This is an optimization exercise on Yosys and OpenROAD, whose aim is small area, a short achievable clock period and few clock cycles, not a production implementation.
In this exercise RTL edits were held to simulation tests only and were not proved equivalent to the original.
No activity file was given, so power comes from the tool's default toggle rates.

<file path="config.mk">
export PLATFORM = sky130hd
export DESIGN_NAME = osmsl_core
export DESIGN_NICKNAME = osmsl_core
export VERILOG_FILES = /design/flow/design.v
export SDC_FILE = /design/flow/constraint.sdc
export NUM_CORES = 4
export LEC_CHECK = 0
export CAP_MARGIN = 20
export CORE_MARGIN = 2
export CORE_UTILIZATION = 35
export SLEW_MARGIN = 20
</file>
<file path="constraint.sdc">
create_clock -name core_clock -period 18.0 [get_ports {clk}]
set_input_delay 3.6000 -clock core_clock [delete_from_list [all_inputs] [get_ports {clk}]]
set_output_delay 3.6000 -clock core_clock [all_outputs]
set_load 0.01 [all_outputs]
</file>
<file path="design.v">
module osmsl_qadd (
    input  wire [63:0] b,
    input  wire        is_lat,      
    output reg         t_sign,
    output reg  [10:0] t_exp,
    output reg  [52:0] t_mant,
    output reg         t_zero,
    output reg         fault
);
    localparam [52:0] C_MANT = 53'h16800000000000;
    wire        b_sign = b[63];
    wire [10:0] b_efld = b[62:52];
    wire [51:0] b_frac = b[51:0];
    wire [10:0] a_exp  = (b_efld == 11'd0) ? 11'd1 : b_efld;
    wire [52:0] a_mant = {b_efld != 11'd0, b_frac};
    wire [10:0] c_exp  = is_lat ? 11'd1029 : 11'd1030;
    reg         a_big;
    reg  [10:0] e_big;
    reg  [52:0] m_big, m_small;
    reg  [10:0] diff;
    reg  [5:0]  dsh;
    reg  [111:0] shifted;
    reg  [55:0] aligned;
    reg  [56:0] sum;
    reg  [55:0] norm;
    reg  [11:0] e_norm;
    reg  [5:0]  lz;
    reg         sub;
    reg  [53:0] rounded;
    reg         round_up;
    integer     k;
    always @* begin
        a_big = (a_exp > c_exp) || ((a_exp == c_exp) && (a_mant >= C_MANT));
        if (a_big) begin
            e_big   = a_exp;
            m_big   = a_mant;
            m_small = C_MANT;
            diff    = a_exp - c_exp;
        end else begin
            e_big   = c_exp;
            m_big   = C_MANT;
            m_small = a_mant;
            diff    = c_exp - a_exp;
        end
        sub = b_sign;    
        dsh = (diff > 11'd60) ? 6'd60 : diff[5:0];
        shifted = {m_small, 3'b000, 56'd0} >> dsh;
        aligned = shifted[111:56] | {55'd0, |shifted[55:0]};
        if (sub)
            sum = {1'b0, m_big, 3'b000} - {1'b0, aligned};
        else
            sum = {1'b0, m_big, 3'b000} + {1'b0, aligned};
        lz = 6'd0;
        for (k = 0; k <= 55; k = k + 1)
            if (sum[k]) lz = 6'd55 - k[5:0];
        if (sum[56]) begin
            norm   = {sum[56:2], sum[1] | sum[0]};
            e_norm = {1'b0, e_big} + 12'd1;
        end else begin
            norm   = sum[55:0] << lz;
            e_norm = {1'b0, e_big} - {6'd0, lz};
        end
        round_up = norm[2] & (norm[1] | norm[0] | norm[3]);
        rounded  = {1'b0, norm[55:3]} + {53'd0, round_up};
        if (rounded[53]) begin
            t_mant = rounded[53:1];
            e_norm = e_norm + 12'd1;
        end else begin
            t_mant = rounded[52:0];
        end
        t_zero = (sum == 57'd0);
        t_sign = a_big ? b_sign : 1'b0;
        t_exp  = e_norm[10:0];
        if (t_zero) begin
            t_sign = 1'b0;
            t_exp  = 11'd0;
            t_mant = 53'd0;
        end
        fault = (b_efld == 11'h7FF) || (!t_zero && (e_norm >= 12'd2017));
    end
endmodule
module osmsl_qround (
    input  wire        t_sign,
    input  wire [10:0] t_exp,
    input  wire        t_zero,
    input  wire [61:0] q,
    input  wire        rem_nz,
    input  wire        is_lat,
    output reg  [31:0] r
);
    reg  [52:0] vm;
    reg         g, s;
    reg  [53:0] vr;
    reg  signed [13:0] e;      
    reg  [5:0]  n;
    reg  [52:0] ipart;
    reg         half;
    reg  [31:0] mag;
    always @* begin
        if (q[56]) begin
            vm = q[56:4];
            g  = q[3];
            s  = (|q[2:0]) | rem_nz;
            e  = $signed({3'b000, t_exp}) - 14'sd1050;
        end else begin
            vm = q[55:3];
            g  = q[2];
            s  = (|q[1:0]) | rem_nz;
            e  = $signed({3'b000, t_exp}) - 14'sd1051;
        end
        if (!is_lat)
            e = e - 14'sd1;
        vr = {1'b0, vm} + {53'd0, g & (s | vm[0])};
        if (vr[53]) begin
            vm = vr[53:1];
            e  = e + 14'sd1;
        end else begin
            vm = vr[52:0];
        end
        n     = 6'd0;
        ipart = 53'd0;
        half  = 1'b0;
        mag   = 32'd0;
        if (e >= 14'sd0) begin
            if (e < 14'sd32)
                mag = vm[31:0] << e[4:0];
        end else if (e >= -14'sd53) begin
            n     = -e[5:0];
            ipart = vm >> n;
            half  = vm[n - 6'd1];
            mag   = ipart[31:0] + {31'd0, half};
        end
        if (t_zero)
            r = 32'd0;
        else if (t_sign)
            r = -mag;
        else
            r = mag;
    end
endmodule
module osmsl_dqn (
    input  wire [44:0] a,
    input  wire [3:0]  i,
    input  wire        is_lat,
    output reg  [63:0] f
);
    reg  [5:0]  n;
    reg  [46:0] nv;        
    reg  [46:0] nmag;
    reg  [52:0] m;         
    reg  [5:0]  lz;
    reg  [52:0] mn;
    reg  [11:0] ex;
    integer     k;
    always @* begin
        n    = {i, 1'b0} + {2'b00, i};
        nv   = {1'b0, a, 1'b0} - (47'd1 << n);
        nmag = nv[46] ? -nv : nv;
        m    = {6'd0, nmag} * 53'd45;
        lz   = 6'd0;
        for (k = 0; k <= 52; k = k + 1)
            if (m[k]) lz = 6'd52 - k[5:0];
        mn = m << lz;
        ex = (is_lat ? 12'd1076 : 12'd1077) - {6'd0, n} - {6'd0, lz};
        if (m == 53'd0)
            f = 64'd0;
        else
            f = {nv[46], ex[10:0], mn[51:0]};
    end
endmodule
module osmsl_core (
    input  wire         clk,
    input  wire         rst,           
    input  wire         cmd_valid,
    input  wire [7:0]   cmd,
    input  wire         wr_en,
    input  wire [4:0]   wr_addr,       
    input  wire [63:0]  wr_data,
    output wire         busy,
    output reg  [63:0]  lat,
    output reg  [63:0]  lon,
    output reg  [7:0]   zoom,
    output reg  [44:0]  x,
    output reg  [44:0]  y,
    output reg  [31:0]  c1,
    output reg  [31:0]  c2,
    output reg  [3:0]   nd,
    output reg  [1:0]   np,
    output reg  [3:0]   idx,
    output reg  [3:0]   clen,
    output wire [119:0] cbuf,          
    output reg          stop,
    output reg  [2:0]   err
);
    localparam [7:0] C_QNT  = 8'h10, C_DQN = 8'h11, C_MRT  = 8'h20,
                     C_ENC  = 8'h40, C_LEN = 8'h41, C_EIN  = 8'h42,
                     C_EMIT = 8'h43, C_PADC = 8'h44,
                     C_DEC  = 8'h50, C_DIN = 8'h51, C_ACC  = 8'h52,
                     C_ZADJ = 8'h53;
    localparam [2:0] E_ILLCMD = 3'd1, E_NONFINITE = 3'd2, E_ZOOM = 3'd3,
                     E_SEQ = 3'd4;
    localparam [3:0] S_IDLE = 4'd0, S_QDIV = 4'd1, S_QFIN = 4'd2,
                     S_MRT  = 4'd3, S_LEN  = 4'd4, S_EIN  = 4'd5,
                     S_EMIT = 4'd6, S_PADC = 4'd7,
                     S_ACC  = 4'd8, S_DQN  = 4'd9, S_ZADJ = 4'd10;
    reg [3:0] state;
    reg       in_enc;                
    reg [7:0] buf_q [0:14];
    genvar gk;
    generate
        for (gk = 0; gk < 15; gk = gk + 1) begin : g_cbuf
            assign cbuf[8*gk+7:8*gk] = buf_q[gk];
        end
    endgenerate
    assign busy = (state != S_IDLE);
    wire accept = cmd_valid && (state == S_IDLE);
    wire        tx_sign, ty_sign, tx_zero, ty_zero, fx, fy;
    wire [10:0] tx_exp, ty_exp;
    wire [52:0] tx_mant, ty_mant;
    osmsl_qadd u_add_lon (.b(lon), .is_lat(1'b0), .t_sign(tx_sign), .t_exp(tx_exp),
                          .t_mant(tx_mant), .t_zero(tx_zero), .fault(fx));
    osmsl_qadd u_add_lat (.b(lat), .is_lat(1'b1), .t_sign(ty_sign), .t_exp(ty_exp),
                          .t_mant(ty_mant), .t_zero(ty_zero), .fault(fy));
    reg         qx_sign, qy_sign, qx_zero, qy_zero;
    reg  [10:0] qx_exp, qy_exp;
    reg  [61:0] qx_num, qy_num;      
    reg  [61:0] qx_quo, qy_quo;
    reg  [5:0]  qx_rem, qy_rem;
    reg  [5:0]  qcnt;
    wire [6:0] qx_trial = {qx_rem, qx_num[61]};
    wire [6:0] qy_trial = {qy_rem, qy_num[61]};
    wire       qx_ge    = (qx_trial >= 7'd45);
    wire       qy_ge    = (qy_trial >= 7'd45);
    wire [6:0] qx_next  = qx_ge ? (qx_trial - 7'd45) : qx_trial;
    wire [6:0] qy_next  = qy_ge ? (qy_trial - 7'd45) : qy_trial;
    wire [31:0] rx, ry;
    osmsl_qround u_rnd_lon (.t_sign(qx_sign), .t_exp(qx_exp), .t_zero(qx_zero),
                            .q(qx_quo), .rem_nz(qx_rem != 6'd0), .is_lat(1'b0), .r(rx));
    osmsl_qround u_rnd_lat (.t_sign(qy_sign), .t_exp(qy_exp), .t_zero(qy_zero),
                            .q(qy_quo), .rem_nz(qy_rem != 6'd0), .is_lat(1'b1), .r(ry));
    wire [63:0] dq_lon, dq_lat;
    osmsl_dqn u_dqn_lon (.a(x), .i(idx), .is_lat(1'b0), .f(dq_lon));
    osmsl_dqn u_dqn_lat (.a(y), .i(idx), .is_lat(1'b1), .f(dq_lat));
    function [31:0] interleave;
        input [14:0] a;
        input [14:0] b;
        integer j;
        begin
            interleave = 32'd0;
            for (j = 0; j < 15; j = j + 1) begin
                interleave[2*j+1] = a[j];
                interleave[2*j]   = b[j];
            end
        end
    endfunction
    wire [31:0] mrt_c1 = interleave(x[31:17], y[31:17]);
    wire [31:0] mrt_c2 = interleave(x[16:2],  y[16:2]);
    wire signed [7:0] zs      = zoom;
    wire              zoom_ok = (zs >= -8'sd8) && (zs <= 8'sd22);
    wire [4:0]        zp8     = zoom[4:0] + 5'd8;       
    wire [5:0]        zp10    = {1'b0, zp8} + 6'd2;
    wire [5:0]        len_ndw = zp10 / 6'd3;
    wire [5:0]        len_npw = {1'b0, zp8} % 6'd3;
    wire [3:0]        len_nd  = len_ndw[3:0];
    wire [1:0]        len_np  = len_npw[1:0];
    reg  [5:0] digit;
    reg  [7:0] digit_char;
    always @* begin
        case (idx)
            4'd0: digit = c1[29:24];
            4'd1: digit = c1[23:18];
            4'd2: digit = c1[17:12];
            4'd3: digit = c1[11:6];
            4'd4: digit = c1[5:0];
            4'd5: digit = c2[29:24];
            4'd6: digit = c2[23:18];
            4'd7: digit = c2[17:12];
            4'd8: digit = c2[11:6];
            default: digit = c2[5:0];
        endcase
        if (digit < 6'd26)
            digit_char = 8'h41 + {2'b00, digit};
        else if (digit < 6'd52)
            digit_char = 8'h61 + {2'b00, digit - 6'd26};
        else if (digit < 6'd62)
            digit_char = 8'h30 + {2'b00, digit - 6'd52};
        else if (digit == 6'd62)
            digit_char = 8'h5F;
        else
            digit_char = 8'h7E;
    end
    wire emit_ok = (idx < nd);
    wire [4:0] nd_np = {1'b0, nd} + {3'b000, np};
    wire padc_ok = (idx >= nd) && ({1'b0, idx} < nd_np);
    wire [7:0] acc_char = (idx < 4'd15) ? buf_q[idx] : 8'h00;
    reg  [5:0] acc_d;
    reg        acc_found;
    always @* begin
        acc_found = 1'b1;
        acc_d     = 6'd0;
        if (acc_char >= 8'h41 && acc_char <= 8'h5A)
            acc_d = acc_char[5:0] - 6'h01;           
        else if (acc_char >= 8'h61 && acc_char <= 8'h7A)
            acc_d = acc_char[5:0] - 6'h21 + 6'd26;   
        else if (acc_char >= 8'h30 && acc_char <= 8'h39)
            acc_d = acc_char[5:0] - 6'h30 + 6'd52;   
        else if (acc_char == 8'h5F)
            acc_d = 6'd62;                           
        else if (acc_char == 8'h7E || acc_char == 8'h40)
            acc_d = 6'd63;                           
        else
            acc_found = 1'b0;
    end
    wire [2:0] acc_xb = {acc_d[5], acc_d[3], acc_d[1]};
    wire [2:0] acc_yb = {acc_d[4], acc_d[2], acc_d[0]};
    wire       acc_end = stop || (idx >= clen);
    wire [4:0] idx1    = {1'b0, idx} + 5'd1;
    wire [7:0] pad_c0  = (idx < 4'd15) ? buf_q[idx] : 8'h00;
    wire [7:0] pad_c1  = (idx1 < 5'd15) ? buf_q[idx1[3:0]] : 8'h00;
    wire       pad0    = (idx < clen) && (pad_c0 == 8'h2D);
    wire       pad1    = (idx1 < {1'b0, clen}) && (pad_c1 == 8'h2D);
    wire [7:0] zadj_zoom = pad0 ? (pad1 ? zoom - 8'd1 : zoom - 8'd2) : zoom;
    integer k;
    always @(posedge clk) begin
        if (rst) begin
            state   <= S_IDLE;
            in_enc  <= 1'b0;
            lat     <= 64'd0;
            lon     <= 64'd0;
            zoom    <= 8'd0;
            x       <= 45'd0;
            y       <= 45'd0;
            c1      <= 32'd0;
            c2      <= 32'd0;
            nd      <= 4'd0;
            np      <= 2'd0;
            idx     <= 4'd0;
            clen    <= 4'd0;
            stop    <= 1'b0;
            err     <= 3'd0;
            for (k = 0; k < 15; k = k + 1)
                buf_q[k] <= 8'd0;
            qx_sign <= 1'b0; qy_sign <= 1'b0;
            qx_zero <= 1'b0; qy_zero <= 1'b0;
            qx_exp  <= 11'd0; qy_exp <= 11'd0;
            qx_num  <= 62'd0; qy_num <= 62'd0;
            qx_quo  <= 62'd0; qy_quo <= 62'd0;
            qx_rem  <= 6'd0;  qy_rem <= 6'd0;
            qcnt    <= 6'd0;
        end else begin
            if (wr_en) begin
                case (wr_addr)
                    5'd0: lat  <= wr_data;
                    5'd1: lon  <= wr_data;
                    5'd2: zoom <= wr_data[7:0];
                    5'd3: clen <= wr_data[3:0];
                    default:
                        if (wr_addr[4] && wr_addr[3:0] != 4'd15)
                            buf_q[wr_addr[3:0]] <= wr_data[7:0];
                endcase
            end
            case (state)
                S_IDLE: if (accept && err == 3'd0) begin
                    case (cmd)
                        C_QNT, C_ENC: begin
                            if (fx || fy) begin
                                err <= E_NONFINITE;
                            end else begin
                                in_enc  <= (cmd == C_ENC);
                                qx_sign <= tx_sign;  qy_sign <= ty_sign;
                                qx_zero <= tx_zero;  qy_zero <= ty_zero;
                                qx_exp  <= tx_exp;   qy_exp  <= ty_exp;
                                qx_num  <= {tx_mant, 9'd0};
                                qy_num  <= {ty_mant, 9'd0};
                                qx_quo  <= 62'd0;    qy_quo  <= 62'd0;
                                qx_rem  <= 6'd0;     qy_rem  <= 6'd0;
                                qcnt    <= 6'd0;
                                state   <= S_QDIV;
                            end
                        end
                        C_DQN: begin
                            lon <= dq_lon;
                            lat <= dq_lat;
                        end
                        C_MRT: begin
                            c1 <= mrt_c1;
                            c2 <= mrt_c2;
                        end
                        C_LEN: begin
                            if (!zoom_ok) begin
                                err <= E_ZOOM;
                            end else begin
                                nd <= len_nd;
                                np <= len_np;
                            end
                        end
                        C_EIN: begin
                            idx  <= 4'd0;
                            clen <= 4'd0;
                        end
                        C_EMIT: begin
                            if (!emit_ok) begin
                                err <= E_SEQ;
                            end else begin
                                buf_q[idx] <= digit_char;
                                idx  <= idx + 4'd1;
                                clen <= idx + 4'd1;
                            end
                        end
                        C_PADC: begin
                            if (!padc_ok) begin
                                err <= E_SEQ;
                            end else begin
                                buf_q[idx] <= 8'h2D;
                                idx  <= idx + 4'd1;
                                clen <= idx + 4'd1;
                            end
                        end
                        C_DIN, C_DEC: begin
                            x    <= 45'd0;
                            y    <= 45'd0;
                            zoom <= 8'hF8;
                            idx  <= 4'd0;
                            stop <= 1'b0;
                            if (cmd == C_DEC)
                                state <= S_ACC;
                        end
                        C_ACC: begin
                            if (acc_end || !acc_found) begin
                                stop <= 1'b1;
                            end else begin
                                x    <= {x[41:0], acc_xb};
                                y    <= {y[41:0], acc_yb};
                                zoom <= zoom + 8'd3;
                                idx  <= idx + 4'd1;
                            end
                        end
                        C_ZADJ: zoom <= zadj_zoom;
                        default: err <= E_ILLCMD;
                    endcase
                end
                S_QDIV: begin
                    qx_rem <= qx_next[5:0];
                    qy_rem <= qy_next[5:0];
                    qx_quo <= {qx_quo[60:0], qx_ge};
                    qy_quo <= {qy_quo[60:0], qy_ge};
                    qx_num <= {qx_num[60:0], 1'b0};
                    qy_num <= {qy_num[60:0], 1'b0};
                    qcnt   <= qcnt + 6'd1;
                    if (qcnt == 6'd61)
                        state <= S_QFIN;
                end
                S_QFIN: begin
                    x     <= {13'd0, rx};
                    y     <= {13'd0, ry};
                    state <= in_enc ? S_MRT : S_IDLE;
                end
                S_MRT: begin
                    c1    <= mrt_c1;
                    c2    <= mrt_c2;
                    state <= S_LEN;
                end
                S_LEN: begin
                    if (!zoom_ok) begin
                        err   <= E_ZOOM;
                        state <= S_IDLE;
                    end else begin
                        nd    <= len_nd;
                        np    <= len_np;
                        state <= S_EIN;
                    end
                end
                S_EIN: begin
                    idx  <= 4'd0;
                    clen <= 4'd0;
                    if (nd != 4'd0)
                        state <= S_EMIT;
                    else if (np != 2'd0)
                        state <= S_PADC;
                    else
                        state <= S_IDLE;
                end
                S_EMIT: begin
                    buf_q[idx] <= digit_char;
                    idx  <= idx + 4'd1;
                    clen <= idx + 4'd1;
                    if (idx + 4'd1 < nd)
                        state <= S_EMIT;
                    else if (np != 2'd0)
                        state <= S_PADC;
                    else
                        state <= S_IDLE;
                end
                S_PADC: begin
                    buf_q[idx] <= 8'h2D;
                    idx  <= idx + 4'd1;
                    clen <= idx + 4'd1;
                    if ({1'b0, idx} + 5'd1 < nd_np)
                        state <= S_PADC;
                    else
                        state <= S_IDLE;
                end
                S_ACC: begin
                    if (acc_end || !acc_found) begin
                        stop  <= 1'b1;
                        state <= S_DQN;
                    end else begin
                        x    <= {x[41:0], acc_xb};
                        y    <= {y[41:0], acc_yb};
                        zoom <= zoom + 8'd3;
                        idx  <= idx + 4'd1;
                    end
                end
                S_DQN: begin
                    lon   <= dq_lon;
                    lat   <= dq_lat;
                    state <= S_ZADJ;
                end
                S_ZADJ: begin
                    zoom  <= zadj_zoom;
                    state <= S_IDLE;
                end
                default: state <= S_IDLE;
            endcase
        end
    end
endmodule
</file>
<file path="run.sh">
#!/bin/bash
# synth_recipe.tcl (not shown) runs the flow's synth.tcl, then flattens the netlist and writes it again
# the make line also repeats each setting of config.mk as NAME=value (left out here)
make -C /OpenROAD-flow-scripts/flow DESIGN_CONFIG=/design/flow/config.mk WORK_HOME=/design/flow/orfs CLKGATE_MAP_FILE= SYNTH_SCRIPT=/design/flow/synth_recipe.tcl finish
</file>
==> reports/metrics.yaml <==
sta:
  fin_ws_ns: 0.722
  hold_violations: 0
  relSlewSlack_pct: 15.1
  period_needed_ns: 17.28
  max_freq_mhz: 57.9
  fin_worst_skew_ns: 0.107
  period_share_pct: 96.0
  setup-violations-final: 0
  drv_slew: 0
  tightestPinTransition_ns: 1.27
floorplanning:
  chipWidth_microns: 588
  die_area_sq_um: 345000
  core_area_sq_um: 340000
  initial_core_util_pct: 35.1
  row_count: 214
  die_y_microns: 588
  ios: 510
setup_path:
  crit_fanout: 41
  criticalPathCategory: "flip-flop to flip-flop"
  reg2reg_depth: 69
  arrival_ns: 17.90
  cp-start-kind: "flip-flop"
  critPathMostFrequentCell: "a21oi_1"
  cp-end-kind: "flip-flop"
  slowest_delay_ns: 0.57
  cp_data_required_time_ns: 18.63
  critical-path-slowest-cell: "a21oi_1"
logic_synthesis:
  synth_largest_area_cell: "dfxtp_1"
  syn-cell-area_sq_um: 119000
  synth_area_leaders: "dfxtp_1 (9.7%), ha_1 (7.0%), a21oi_1 (6.5%)"
  synth_top_family_by_area: "compound AO/OA/AOI/OAI gates"
  seq_area_frac_synth_pct: 12.9
  ys.flop_type: "dfxtp_1"
  syn_inst: 17300
  synth_top_cell_area_share_pct: 9.68
  synth_edf_count: 128
  synth-xor-area-share_pct: 5.69
  ys_types: 149
  synth-adder-area-share_pct: 10.1
  synthSimpleGateAreaFrac_pct: 26.4
  synth_area_per_cell_sq_um: 6.91
  yosysWarningCount: 4
  synthArstFlopShare_pct: 0
  synth_compound_area_share_pct: 30.8
  synthMuxAreaShare_pct: 7.81
  ys_ff_latch: 705
drt:
  drc: 0
  vias_per_cell: 6.32
  final_antenna_net_count: 0
  drtIter0Drc: 18500
  wl_per_cell_microns: 28.3
  wirelength_microns: 638000
  dr.pass1.iters: 9
  dr_total_vias: 142000
outcome:
  outcome: "finished clean"
layout:
  fin_cells: 22500
  final_area_sq_um: 139000
  final_layout_size_suffix_gt1_share_pct: 11.2
  finalNetCount: 18800
  area_growth_syn_to_layout_pct: 16.4
pwr:
  power.total_mw: 11.7
  power_density_nw_per_um2: 83.9
  p_leak_nw: 56.5
  worst_ir_drop_vdd_mv: 0.199
grt:
  antenna_found_initial: 33
  grt_pass1_vias: 131000
  track_usage_pct: 34.8
  globalRouteOverflowTotal: 0
  grt_pass1_wl_microns: 916000
  grt_max_degree: 106
place:
  place_congestion: 1.04
  portBuffers: 505
  dpl-instance-area_sq_um: 135000
  placedCellCount: 22300
  dp.final_hpwl_microns: 506000
  place_ws_ns: -0.224
clock_tree:
  clk_path_buf_depth: 3
  clkLatencyLatePin_ns: 0.79
  cts_tree: "yes"
  cts.sinks: 705
  cts_made_buffers: 87
  htree_levels: 3
  cts_root_buf: "clkbuf_16"
  path_clk_slew_ns: 0.06
  cts_hold_buf: 0
hold_path:
  hp-class: "flip-flop to flip-flop"
  whs_path_depth: 2
run:
  cap_violations: 0
-- what timing repair did --
| action | in CTS | in global routing |
|---|---|---|
| pin swaps | 0 | 23 |
| endpoints found under the hold margin | 0 | 0 |
| resized for setup | 7 | 133 |
| buffers inserted | 0 | 30 |
| endpoints found under the setup margin | 36 | 399 |
| gates cloned | 1 | 1 |
-- kinds of logic after synthesis --
logic type | Yosys count
other cells | 2
flops | 705
compound gates | 5561
simple gates | 6698
fa+ha+maj | 855
buf+inv | 1834
mux | 839
xor+xnor | 774
-- critical path, delay by kind of cell (launching register included) --
family | cells | cell delay, ns
XOR/XNOR | 1 | 0.22
multiplexers | 2 | 0.63
AND/OR/NAND/NOR | 20 | 5.07
AO/OA/AOI/OAI | 29 | 7.33
adder cells (fa/ha/maj) | 4 | 0.88
flip-flops | 1 | 0.54
buffers and inverters | 13 | 2.42
-- layer usage --
layer	up-vias	wire length (microns)	GRT usage (%)
met5	-	185	0
met4	24	30200	14.0
met3	1252	65400	7.58
met2	7574	263000	51.1
met1	68700	279000	49.0
li1	64800	-	-
-- cell type report --
type                       count  area (sq um)
antenna                       26          65.1
clock buffer                 114          2470
clock inverter                47           688
fill                       36100        201000
inverter                     655          2480
multi-input combinational  14700         97500
sequential                   705         15400
tap                         4536          5680
timing repair buffer        1715         14600
timing repair inverter         2          10.0
-- state kept, by name (all words and copies together) (netlist names), 4 cells and up, named ones only --
register,flops
qy_exp,11
idx,4
lat,64
qx_quo,57
qx_exp,11
qy_rem,6
qy_quo,57
clen,4
lon,64
nd,4
zoom,8
qcnt,6
state,4
qx_rem,6
c1,30
qy_num,53
qx_num,53
c2,30
buf_q,128
y,45
x,45
-- cells in the final DEF (no fill, tap or decap), drive strengths merged, types with 134 or more instances in the layout --
| cell | netlist | final |
|---|---|---|
| o211ai | 221 | 221 |
| a22oi | 235 | 235 |
| nand3 | 686 | 686 |
| buf | 326 | 1217 |
| nand2b | 167 | 167 |
| o31ai | 140 | 140 |
| xnor2 | 516 | 516 |
| a211oi | 330 | 330 |
| fa | 186 | 186 |
| o21ai | 1182 | 1182 |
| or3 | 146 | 146 |
| a21o | 201 | 201 |
| inv | 648 | 649 |
| nor2b | 241 | 241 |
| and3 | 198 | 198 |
| mux2 | 224 | 224 |
| a31oi | 198 | 198 |
| nand4 | 143 | 143 |
| mux2i | 564 | 564 |
| nor3 | 510 | 510 |
| a32o | 134 | 134 |
| a21oi | 1558 | 1558 |
| nor2 | 1981 | 1981 |
| nor4 | 138 | 138 |
| dfxtp | 577 | 577 |
| xor2 | 258 | 258 |
| nand2 | 1952 | 1952 |
| clkdlybuf4s50 | 0 | 496 |
| ha | 669 | 669 |
| o22ai | 168 | 168 |
| and2 | 209 | 209 |
-- per-stage QoR --
step                      hold slack [ns]  setup TNS, ns  util, %
after floorplan                     0.431              0        -
final                               0.463              0     40.9
after CTS                           0.466              0     40.6
after detailed placement            0.456          -1.45     39.7
after global routing                0.488          -1.93     40.9
after global placement              0.446        -0.0340     39.7
-- path summary, 6_finish.rpt --
| kind | start | endpoint | slack (ns) |
|---|---|---|---|
| max | lat[61]$_SDFF_PP0_ | qy_num[27]$_SDFFE_PP0P_ | 0.72 |
| min | qx_num[60]$_SDFFE_PP0P_ | qx_num[60]$_SDFFE_PP0P_ | 0.46 |
| max reg2reg | lat[61]$_SDFF_PP0_ | qy_num[27]$_SDFFE_PP0P_ | 0.72 |
| min reg2reg | qx_num[60]$_SDFFE_PP0P_ | qx_num[60]$_SDFFE_PP0P_ | 0.46 |
-- Yosys cell counts, drive strengths merged (241+ instances only) --
cell type	count
xor2	258
a21oi	1558
buf	326
nand2	1952
nand3	686
mux2i	564
clkbuf	853
nor3	510
dfxtp	577
xnor2	516
o21ai	1182
inv	648
ha	669
nor2b	241
nor2	1981
a211oi	330
-- where the power goes --
group          switching, mW  internal [mW]
clock                  0.851           1.14
combinational           5.28           2.67
sequential            0.0646           1.65
Testbench counts, summed over its fixed seeds: cycles 28,778.

==> what the ideal ports hide <==
In the flow no input, the clock included, has a driving cell. The finished layout below was timed again as built, in two steps. Step 1, drivers: a clkbuf_16 drives clk and a buf_2 each remaining input, both assumed. Step 2 moves the port delays by t, midway between the first and last clock arrival at a register: inputs arrive t later, outputs are due t later. That takes back most of the time a late clock gives input paths. Slacks: no drivers / after step 1 / after step 2; pairs: no drivers / after step 1.
t (ns): 0.844
slack for setup (ns): 0.722 / 0.722 / 0.722
worst hold slack (ns): 0.463 / 0.463 / 0.463
cell pins on the clock port's net: 1
After both steps this run still meets setup and hold. The setup slack of this run moves by 0.000 ns with the drivers and by 0.000 ns with both steps.
